This design comes from an exercise in tuning for small area, a short achievable clock period and few clock cycles per item on the open sky130 flow, not from production work.
In this exercise RTL edits were held to simulation tests only and were not proved equivalent to the original.

Design gorilla_enc, start of the top module:
module gorilla_enc (
    input  wire        clk,
    input  wire        rst,
    input  wire        in_valid,
    output wire        in_ready,
    input  wire [63:0] in_data,
    input  wire        in_first,
    input  wire        in_last,
    input  wire [1:0]  in_wc,
    output wire        out_valid,
    input  wire        out_ready,
    output wire [63:0] out_data,
    output wire        out_last,
    output wire [3:0]  out_nbytes
);
    function automatic [63:0] rev64(input [63:0] v);
        integer j;
        begin
            for (j = 0; j < 64; j = j + 1)
                rev64[j] = v[63-j];
        end
    endfunction
    function automatic [2:0] lzc8(input [7:0] v);
        begin
            lzc8[2] = ~|v[7:4];
            lzc8[1] = lzc8[2] ? ~|v[3:2] : ~|v[7:6];
            lzc8[0] = lzc8[2] ? (lzc8[1] ? ~v[1] : ~v[3]) : (lzc8[1] ? ~v[5] : ~v[7]);
        end
    endfunction
    function automatic [5:0] lzc_bytes(input [7:0] nzb, input [23:0] cb);
        reg [3:0] v2;  reg [15:0] c2;    
        reg [1:0] v3;  reg [9:0]  c3;    
        integer j;
        begin
            for (j = 0; j < 4; j = j + 1) begin
                v2[j] = nzb[2*j] | nzb[2*j+1];
                c2[4*j +: 4] = nzb[2*j] ? {1'b0, cb[6*j +: 3]} : {1'b1, cb[6*j+3 +: 3]};
            end
            for (j = 0; j < 2; j = j + 1) begin
                v3[j] = v2[2*j] | v2[2*j+1];
                c3[5*j +: 5] = v2[2*j] ? {1'b0, c2[8*j +: 4]} : {1'b1, c2[8*j+4 +: 4]};
            end
            lzc_bytes = v3[0] ? {1'b0, c3[4:0]} : {1'b1, c3[9:5]};
        end
    endfunction
    reg  [1:0]  wc_in;       
  ...
Settings: LEC_CHECK=0, ABC_AREA=1, CAP_MARGIN=20, CORE_MARGIN=2, CORE_UTILIZATION=25, SLEW_MARGIN=20; clock period 18.0 ns.
standard.sh (not shown) runs the stock make flow with config.mk's settings and CLKGATE_MAP_FILE= SYNTH_SCRIPT=/design/flow/synth_recipe.tcl, a recipe that flattens the netlist after the stock synthesis.
==> flow/flow/run.sh <==
#!/bin/bash
# Standard layout, with timing repair aimed below the design's period
# (repair_timing keeps a setup margin) and plain buffers on the ports.
set -e
export SETUP_SLACK_MARGIN=12.85
export BUFFER_PORTS_ARGS="-buffer_cell sky130_fd_sc_hd__buf_2"
bash standard.sh > standard.log 2>&1
Testbench counts at the start, summed over its fixed seeds: cycles 18,496, items 18,380.
==> next run, changes <==
==> flow/flow/run.sh (replaced) <==
#!/bin/bash
# Standard layout, with timing repair aimed below the design's period
# (repair_timing keeps a setup margin) and plain buffers on the ports.
set -e
export SETUP_SLACK_MARGIN=13
export BUFFER_PORTS_ARGS="-buffer_cell sky130_fd_sc_hd__buf_2"
bash standard.sh > standard.log 2>&1
ABC_AREA = default   (was 1)
Outcome: The new run passed the timing, design-rule and antenna checks; worst setup slack is about the same; utilization climbs by 1.2 points; routed wire length went up by a few percent; maximum frequency hardly moves.
==> next run, changes <==
==> flow/flow/run.sh (replaced) <==
#!/bin/bash
# Standard layout, with timing repair aimed below the design's period
# (repair_timing keeps a setup margin) and plain buffers on the ports.
set -e
export SETUP_SLACK_MARGIN=12.7
export BUFFER_PORTS_ARGS="-buffer_cell sky130_fd_sc_hd__buf_2"
bash standard.sh > standard.log 2>&1
Result: Hold slack loses 11 ps. Register-to-register slack loses 100 ps. Cell area falls by 5.0%. Die area stays the same. Global-route usage falls by 0.22 points. First-iteration DRC count falls by 5.7%. Non-clock buffer count falls by 69.
==> next run, changes <==
CORE_UTILIZATION = 45   (was 25)
PLACE_DENSITY = 0.7   (was default)
Outcome: Clock skew hardly moves. Wire length went down by roughly a tenth. Non-clock buffer count went up by 9. Area after synthesis does not change. Final area went down by a few percent. Core utilization went up by 22 points. Final cell count went down by roughly a tenth. Sequential cell count does not change.
==> next run, changes <==
ABC_AREA = 1   (was default)
CORE_UTILIZATION = 25   (was 45)
PLACE_DENSITY = default   (was 0.7)
Outcome:
- worst hold slack gains 14 ps
- cell count goes up by well over a third
- global-route usage went down by 13 points
- via count grows by roughly a tenth
- critical path depth went up by 1
==> next run, changes <==
==> flow/flow/run.sh (replaced) <==
#!/bin/bash
# Standard layout, with timing repair aimed below the design's period
# (repair_timing keeps a setup margin) and plain buffers on the ports.
set -e
export SETUP_SLACK_MARGIN=12.4
export BUFFER_PORTS_ARGS="-buffer_cell sky130_fd_sc_hd__buf_2"
bash standard.sh > standard.log 2>&1
ABC_AREA = default   (was 1)
Wire length goes up by 2.7%.
Count of clock-buffer cells in the layout goes down by 4.
Sequential share of layout area goes up by 0.57 points.
Worst hold slack got worse by 6.7 ps.
Die area goes down by 1.9%.
Via count goes down by 10%.
Synthesized cell count goes down by 22%.
Design area goes down by 1.8%.
Worst setup slack got worse by 380 ps.

* * *

gorilla_enc, a different RTL version from the one above (not shown whole).
Size in the first run: ~4200 cells after synthesis, roughly 140 I/O pins.
Settings: LEC_CHECK=0, ABC_AREA=1, CAP_MARGIN=20, CORE_MARGIN=2, CORE_UTILIZATION=25, CTS_BUF_LIST=sky130_fd_sc_hd__clkbuf_8, SLEW_MARGIN=20; clock period 18.0 ns.
==> flow/flow/run.sh <==
#!/bin/bash
# Standard layout, with timing repair aimed below the design's period
# (repair_timing keeps a setup margin) and plain buffers on the ports.
set -e
export SETUP_SLACK_MARGIN=12.7
export BUFFER_PORTS_ARGS="-buffer_cell sky130_fd_sc_hd__buf_2"
bash standard.sh > standard.log 2>&1
Testbench counts at the start, summed over its fixed seeds: cycles 18,496, items 18,380.
Change:
Settings changed: ABC_AREA 1 to unset, CTS_BUF_LIST sky130_fd_sc_hd__clkbuf_8 to unset.
Design area came out higher by 5.7%.
Final cell count shrinks by 9.9%.
Setup slack gets worse by 0.15 ns.
Change:
Settings changed: ABC_AREA set to 1, CTS_BUF_LIST set to sky130_fd_sc_hd__clkbuf_8, CTS_CLUSTER_SIZE set to 20.
Critical path depth fell by 3.
Utilization fell by 0.64 points.
Worst setup slack is better by 0.15 ns.
Cell area fell by 5.4%.
Sequential share of layout area rose by 1.6 points.
Via count fell by 1.8%.
Change:
Settings changed: CTS_BUF_LIST sky130_fd_sc_hd__clkbuf_8 to unset, CTS_CLUSTER_SIZE 20 to unset.
The new run passed the timing, design-rule and antenna checks.
Routed wire length barely changes.
Design area rose by about 0.75%.
Maximum frequency fell by about 0.5%.
Sequential share of layout area fell by 0.23 points.
Die area is unchanged.
Setup slack got worse by 0.025 ns.
Cell count fell by 0.74%.
Synthesized cell count stays the same.
Register-to-register slack improved by 0.17 ns.

* * *

== xenon ==
RTL: one of the versions met above, not the one the previous note started from.
Size in the first run: about 400 flip-flops.
==> flow/config.mk <==
export PLATFORM = sky130hd
export DESIGN_NAME = gorilla_enc
export DESIGN_NICKNAME = gorilla_enc
export VERILOG_FILES = /design/flow/design.v
export SDC_FILE = /design/flow/constraint.sdc
export NUM_CORES = 4
export LEC_CHECK = 0
export ABC_AREA = 1
export CAP_MARGIN = 20
export CORE_MARGIN = 2
export CORE_UTILIZATION = 25
export SLEW_MARGIN = 20
==> flow/constraint.sdc <==
create_clock -name core_clock -period 18.0 [get_ports {clk}]
set_input_delay 3.6000 -clock core_clock [delete_from_list [all_inputs] [get_ports {clk}]]
set_output_delay 3.6000 -clock core_clock [all_outputs]
set_load 0.01 [all_outputs]
==> flow/flow/run.sh <==
#!/bin/bash
# Standard layout, with timing repair aimed below the design's period
# (repair_timing keeps a setup margin) and plain buffers on the ports.
set -e
export SETUP_SLACK_MARGIN=12.6
export BUFFER_PORTS_ARGS="-buffer_cell sky130_fd_sc_hd__buf_2"
bash standard.sh > standard.log 2>&1
xenon was carried through to the last stage, and its layout satisfied the timing, design-rule and antenna checks.
Testbench counts of xenon, summed over its fixed seeds: cycles 18,496, items 18,380.
For harbor, these inputs were changed with respect to xenon:
- CTS_BUF_LIST now sky130_fd_sc_hd__clkbuf_8, previously not set
--- a/flow/flow/run.sh
+++ b/flow/flow/run.sh
@@ -5 +5 @@
-export SETUP_SLACK_MARGIN=12.6
+export SETUP_SLACK_MARGIN=12.7
## What came out
Number of vias after detailed routing down 128 in harbor wrt xenon
In the reports for harbor and xenon, the larger share of post-route cells with drive strength above 1 belongs to harbor.
Diff harbor and xenon: core utilization lower in harbor

* * *

gorilla_enc, a different RTL version from the one above (not shown whole).
For scale: about 3500 cells after synthesis.
clock: 18.0 ns
lec_check: 0
cap_margin: 20
core_margin: 2
core_utilization: 25
slew_margin: 20
==> flow/flow/run.sh <==
#!/bin/bash
# Standard layout, with timing repair aimed below the design's period
# (repair_timing keeps a setup margin) and plain buffers on the ports.
set -e
export SETUP_SLACK_MARGIN=12
export BUFFER_PORTS_ARGS="-buffer_cell sky130_fd_sc_hd__buf_2"
bash standard.sh > standard.log 2>&1
The baseline completed with no timing, DRC or antenna violations.
Testbench counts at the start, summed over its fixed seeds: cycles 18,496, items 18,380.
Then changed:
==> flow/run.sh (new file) <==
#!/bin/bash
# synth_recipe.tcl (not shown) runs the flow's synth.tcl, then flattens the netlist and writes it again
# the make line also repeats each setting of config.mk as NAME=value (left out here)
make -C /OpenROAD-flow-scripts/flow DESIGN_CONFIG=/design/flow/config.mk WORK_HOME=/design/flow/orfs CLKGATE_MAP_FILE= SYNTH_SCRIPT=/design/flow/synth_recipe.tcl finish
removed: flow/flow/run.sh
removed: flow/standard.sh
The changed run produced a clean layout.
Via count goes down by about 0.5%.
Die area does not change.
Cell area goes up by about 1.7%.
Routed wire length goes up by about 0.46%.
Critical path depth goes up by 6.
Core utilization goes up by 0.49 points.
Hold slack loses 8.5 ps.

-- what the ideal ports hide --
The results above use ideal ports. As a check the final layouts listed here were re-extracted and re-timed, cells and wires unchanged. Step 1 (the two cells are an assumption about what drives the block):
set clk [get_ports {clk}]
set_driving_cell -lib_cell sky130_fd_sc_hd__clkbuf_16 $clk
set_driving_cell -lib_cell sky130_fd_sc_hd__buf_2 [delete_from_list [all_inputs] $clk]
Step 2, shift: input delay + t, output delay - t, t = (earliest + latest rising clock arrival at the registers) / 2. This alone moves slack from input paths to output paths. Slacks: no drivers / after step 1 / after step 2; pairs: no drivers / after step 1.
| run | shift t [ns] | setup slack, ns | worst slew at a driven data input, ns |
|---|---|---|---|
| the first run of note 1 | 0.681 | 12.810 / 12.849 / 12.168 | 0.06 |
| the second run of note 1 | 0.652 | 12.812 / 12.817 / 12.192 | 0.08 |
| the third run of note 1 | 0.643 | 12.720 / 12.720 / 12.122 | 0.08 |
| the fourth run of note 1 | 0.661 | 12.687 / 12.725 / 12.065 | 0.10 |
| the fifth run of note 1 | 0.662 | 12.762 / 12.801 / 12.139 | 0.07 |
| the sixth run of note 1 | 0.649 | 12.377 / 12.407 / 11.759 | 0.08 |
| the first run of note 2 | 0.769 | 12.829 / 12.767 / 12.103 | 0.07 |
| the second run of note 2 | 0.666 | 12.682 / 12.721 / 12.055 | 0.09 |
| the third run of note 2 | 0.769 | 12.829 / 12.767 / 12.103 | 0.07 |
| the fourth run of note 2 | 0.679 | 12.804 / 12.783 / 12.157 | 0.06 |
| xenon | 0.667 | 12.699 / 12.734 / 12.067 | 0.06 |
| harbor | 0.743 | 12.824 / 12.806 / 12.096 | 0.07 |
| the first run of note 4 | 0.651 | 12.071 / 12.083 / 11.432 | 0.07 |
| the second run of note 4 | 0.659 | 11.288 / 11.288 / 10.656 | 0.06 |
After both steps setup and hold are still met in every run listed. For harbor, which loses most, drivers alone change the setup slack by -0.018 ns; drivers and shift together by -0.728 ns.
